From an optimization exercise on the open Yosys and OpenROAD flow, aimed at small area, a short achievable clock period and few clock cycles per item; shortcuts taken in it are not production practice. The RTL was checked by simulation tests, not by an equivalence proof against the original design. Power is estimated from default activity; no workload was simulated.

11-05:
==> flow/design.v (excerpt) <==
module cpre_hsv2rgb (
    input  wire        clk,
    input  wire        rst,
    input  wire        in_valid,
    output wire        in_ready,
    input  wire [31:0] in_h,
    input  wire [31:0] in_s,
    input  wire [31:0] in_v,
    output reg         out_valid,
    input  wire        out_ready,
    output reg  [15:0] out_r,
    output reg  [15:0] out_g,
    output reg  [15:0] out_b
);
clock: 30.0 ns
lec_check: 0
abc_area: 1
cap_margin: 20
core_margin: 2
core_utilization: 55
slew_margin: 20
run.sh (not shown) runs the stock make flow with config.mk's settings and CLKGATE_MAP_FILE= SYNTH_SCRIPT=/design/flow/synth_recipe.tcl, a recipe that flattens the netlist after the stock synthesis.
11-05 has completed all stages; timing, DRC and antenna checks passed.
Testbench counts of 11-05, summed over its fixed seeds: cycles 16,056, items 16,000.
Input-level comparison between 05-21 and 11-05:
--- a/flow/design.v
+++ b/flow/design.v
@@ -2200,29 +2200,29 @@
     output reg  [15:0] out_r,
     output reg  [15:0] out_g,
     output reg  [15:0] out_b
 );
     reg  skid_v;
     reg  rdy;                    
     wire adv = !skid_v;
     assign in_ready = rdy;
     reg vld0, vld1, vld2, vld3, vld4, vld5;
-    reg [31:0] ih0, is0, iv0;
+    wire [30:0] h_c, s_c, v_c;
+    cpre_clamp01 u_ch (.a(in_h), .y(h_c));
+    cpre_clamp01 u_cs (.a(in_s), .y(s_c));
+    cpre_clamp01 u_cv (.a(in_v), .y(v_c));
+    reg [30:0] h0, s0, v0;
     always @(posedge clk)
         if (adv) begin
-            ih0 <= in_h;
-            is0 <= in_s;
-            iv0 <= in_v;
+            h0 <= h_c;
+            s0 <= s_c;
+            v0 <= v_c;
         end
-    wire [30:0] h0, s0, v0;
-    cpre_clamp01 u_ch (.a(ih0), .y(h0));
-    cpre_clamp01 u_cs (.a(is0), .y(s0));
-    cpre_clamp01 u_cv (.a(iv0), .y(v0));
     wire [24:0] hr_w;
     wire        hhi_w;
     wire [1:0]  hkl_w;
     wire [4:0]  hd_w;
     wire        htiny_w, hnear_w;
     cpre_hfront u_hf (.h(h0), .r(hr_w), .hi(hhi_w), .kl(hkl_w), .d(hd_w),
                       .tiny(htiny_w), .near(hnear_w));
     wire [23:0] asn_w;
     wire [4:0]  lzp_w;
==> notes.md <==
- On part of the power in registers, 05-21 and 11-05 are neck and neck.
- Cell area after placement: 05-21 vs 11-05 down about 0.45%
- Re area of the mapped netlist: 05-21 and 11-05 aren't equal, and the lower value belongs to 05-21.
- 05-21 vs 11-05: total leakage power down
- 05-21: cell area about 0.45% below 11-05
- 05-21 reports its destination of the critical timing path as out_r[3]$_DFFE_PP_ while 11-05 reports axn4[22]$_SDFFCE_PP0N_.
- Critical path depth, 05-21 and 11-05: higher on 11-05
- Against 11-05 as the reference, 05-21 delivers a lower die area.
Testbench counts of 05-21, summed over its fixed seeds: cycles 16,056, items 16,000.

* * *

run 1:
Another version of the RTL of cpre_hsv2rgb (not shown whole).
clock: 30.0 ns
lec_check: 0
abc_area: 1
cap_margin: 20
core_margin: 2
core_utilization: 55
slew_margin: 20
Testbench counts of run 1, summed over its fixed seeds: cycles 16,056, items 16,000.
Modified inputs, run 2 compared to run 1
--- a/flow/design.v
+++ b/flow/design.v
@@ -276,20 +276,40 @@
     wire [1:0]  n15  = ~kl[15:14] + {1'b0, !inc && k13z};     
     wire        hi2  = ph[23];
     wire [23:0] kept2 = hi2 ? ph : {ph[22:0], n15[1]};
     wire        rb2  = hi2 ? n15[1] : n15[0];
     wire        st2  = hi2 ? (n15[0] | l13) : l13;
     wire [24:0] z    = {1'b0, kept2} + {24'd0, rb2 & (st2 | kept2[0])};
     wire [9:0]  t    = 10'd127 - ye[9:0] + {9'd0, ~hi2};
     wire [17:0] zs   = z[24:7] >> t[4:0];
     assign c = (zero || ye < 10'sd111) ? 16'd0 : zs[15:0];
 endmodule
+module cpre_perm (
+    input  wire [2:0]  sector,
+    input  wire [15:0] cv,
+    input  wire [15:0] cp,
+    input  wire [15:0] cx,       
+    output reg  [15:0] r,
+    output reg  [15:0] g,
+    output reg  [15:0] b
+);
+    always @(*) begin
+        case (sector)
+            3'd0:    begin r = cv; g = cx; b = cp; end
+            3'd1:    begin r = cx; g = cv; b = cp; end
+            3'd2:    begin r = cp; g = cv; b = cx; end
+            3'd3:    begin r = cp; g = cx; b = cv; end
+            3'd4:    begin r = cx; g = cp; b = cv; end
+            default: begin r = cv; g = cp; b = cx; end
+        endcase
+    end
+endmodule
 module cpre_benc (
     input  wire [23:0] b,
     output reg  [38:0] e         
 );
     wire [26:0] bx = {2'b00, b, 1'b0};
     integer i;
     reg [2:0] t;
     always @(*) begin
         for (i = 0; i < 13; i = i + 1) begin
             t = bx[2*i +: 3];
@@ -2366,65 +2386,50 @@
             axn4 <= axn;
             lzx4 <= lzx;
             zx4  <= axz || (v3[30:23] == 8'd0);
             ve4  <= ve_w;
             ev4  <= v3[30:23];
             cv4  <= cv_w;
             cp4  <= cp3;
         end
     wire [47:0] pmx;
     cpre_mul24e u_mx (.a(axn4), .e(ve4), .y(pmx));
-    reg [8:0] sel_w;
-    always @(*) begin
-        case (sec4)
-            3'd0:    sel_w = 9'b100_001_010;    
-            3'd1:    sel_w = 9'b001_100_010;    
-            3'd2:    sel_w = 9'b010_100_001;    
-            3'd3:    sel_w = 9'b010_001_100;    
-            3'd4:    sel_w = 9'b001_010_100;    
-            default: sel_w = 9'b100_010_001;    
-        endcase
-    end
-    reg [8:0]   sel5;
+    reg [2:0]   sec5;
     reg [47:22] pmx5;
     reg         stx5;
     reg [4:0]   lzx5;
     reg         zx5;
     reg [7:0]   ev5;
     reg [15:0]  cv5, cp5;
     always @(posedge clk)
         if (adv) begin
-            sel5 <= sel_w;
+            sec5 <= sec4;
             pmx5 <= pmx[47:22];
             stx5 <= |pmx[21:0];
             lzx5 <= lzx4;
             zx5  <= zx4;
             ev5  <= ev4;
             cv5  <= cv4;
             cp5  <= cp4;
         end
     wire [15:0]       cx_w;
     cpre_postchan u_px (.pm(pmx5), .st21(stx5), .e(ev5), .lz(lzx5), .zero(zx5),
                         .c(cx_w));
-    wire [8:0]  sel = sel5 & {9{!skid_v}};
-    wire [15:0] r_w = ({16{sel[8]}} & cv5) | ({16{sel[7]}} & cp5) | ({16{sel[6]}} & cx_w)
-                    | ({16{skid_v}} & skid[47:32]);
-    wire [15:0] g_w2 = ({16{sel[5]}} & cv5) | ({16{sel[4]}} & cp5) | ({16{sel[3]}} & cx_w)
-                    | ({16{skid_v}} & skid[31:16]);
-    wire [15:0] b_w = ({16{sel[2]}} & cv5) | ({16{sel[1]}} & cp5) | ({16{sel[0]}} & cx_w)
-                    | ({16{skid_v}} & skid[15:0]);
+    wire [15:0] r_w, g_w2, b_w;
+    cpre_perm u_perm (.sector(sec5), .cv(cv5), .cp(cp5), .cx(cx_w),
+                      .r(r_w), .g(g_w2), .b(b_w));
     reg [47:0] skid;
     wire arrive   = adv && vld5;
     wire out_free = !out_valid || out_ready;
     always @(posedge clk) begin
         if (skid_v ? out_ready : (arrive && out_free))
-            {out_r, out_g, out_b} <= {r_w, g_w2, b_w};
+            {out_r, out_g, out_b} <= skid_v ? skid : {r_w, g_w2, b_w};
         if (arrive && !out_free)
             skid <= {r_w, g_w2, b_w};
     end
     wire skid_n = skid_v ? !out_ready : (arrive && !out_free);
     always @(posedge clk) begin
         if (rst) begin
             vld0 <= 1'b0; vld1 <= 1'b0; vld2 <= 1'b0;
             vld3 <= 1'b0; vld4 <= 1'b0; vld5 <= 1'b0;
             skid_v    <= 1'b0;
             rdy       <= 1'b1;
==> notes.md <==
- Min total of flip-flops plus latches after synthesis across run 1 and run 2: run 2
- Run 1 and run 2 ended up with nearly the same placed instance area.
- Via total after detailed routing, run 2 vs run 1: up slightly
- Run 1 and run 2 ended up with nearly the same leakage power figure.
- Status: via count normalized by instance count parity (run 1, run 2)
- When run 2 is measured against run 1, its number of multi-input combinational cells turns out 108 higher.
- The final area of run 2 and that of run 1 are within noise of each other.
Testbench counts of run 2, summed over its fixed seeds: cycles 16,056, items 16,000.

what the ideal ports hide:
The results above use ideal ports. As a check the final layouts listed here were re-extracted and re-timed, cells and wires unchanged. Step 1 (the two cells are an assumption about what drives the block):
set clk [get_ports {clk}]
set_driving_cell -lib_cell sky130_fd_sc_hd__clkbuf_16 $clk
set_driving_cell -lib_cell sky130_fd_sc_hd__buf_2 [delete_from_list [all_inputs] $clk]
Step 2 adds t to the input delays and takes it off the output delays; t is the mean of the earliest and latest rising clock arrival at the registers after step 1. Input paths then give back, and output paths get back, about the clock's delay inside the block. Three values: ideal ports, drivers, drivers and shift; two values: the first two.
run	shift t [ns]	slack for setup (ns)	latest minus earliest clock arrival (ns)	worst register clock-pin slew, ns	worst data-port slew with drivers (ns)
11-05	0.804	21.142 / 21.142 / 21.142	0.045 / 0.045	0.07 / 0.07	0.09
05-21	0.793	21.982 / 21.982 / 21.777	0.049 / 0.049	0.07 / 0.07	0.05
run 1	0.798	21.651 / 21.651 / 21.551	0.045 / 0.045	0.07 / 0.07	0.05
run 2	0.798	20.539 / 20.539 / 20.539	0.044 / 0.045	0.08 / 0.08	0.05
After both steps setup and hold are still met in every run listed. For 05-21, which loses most, drivers alone change the setup slack by 0.000 ns; drivers and shift together by -0.205 ns.
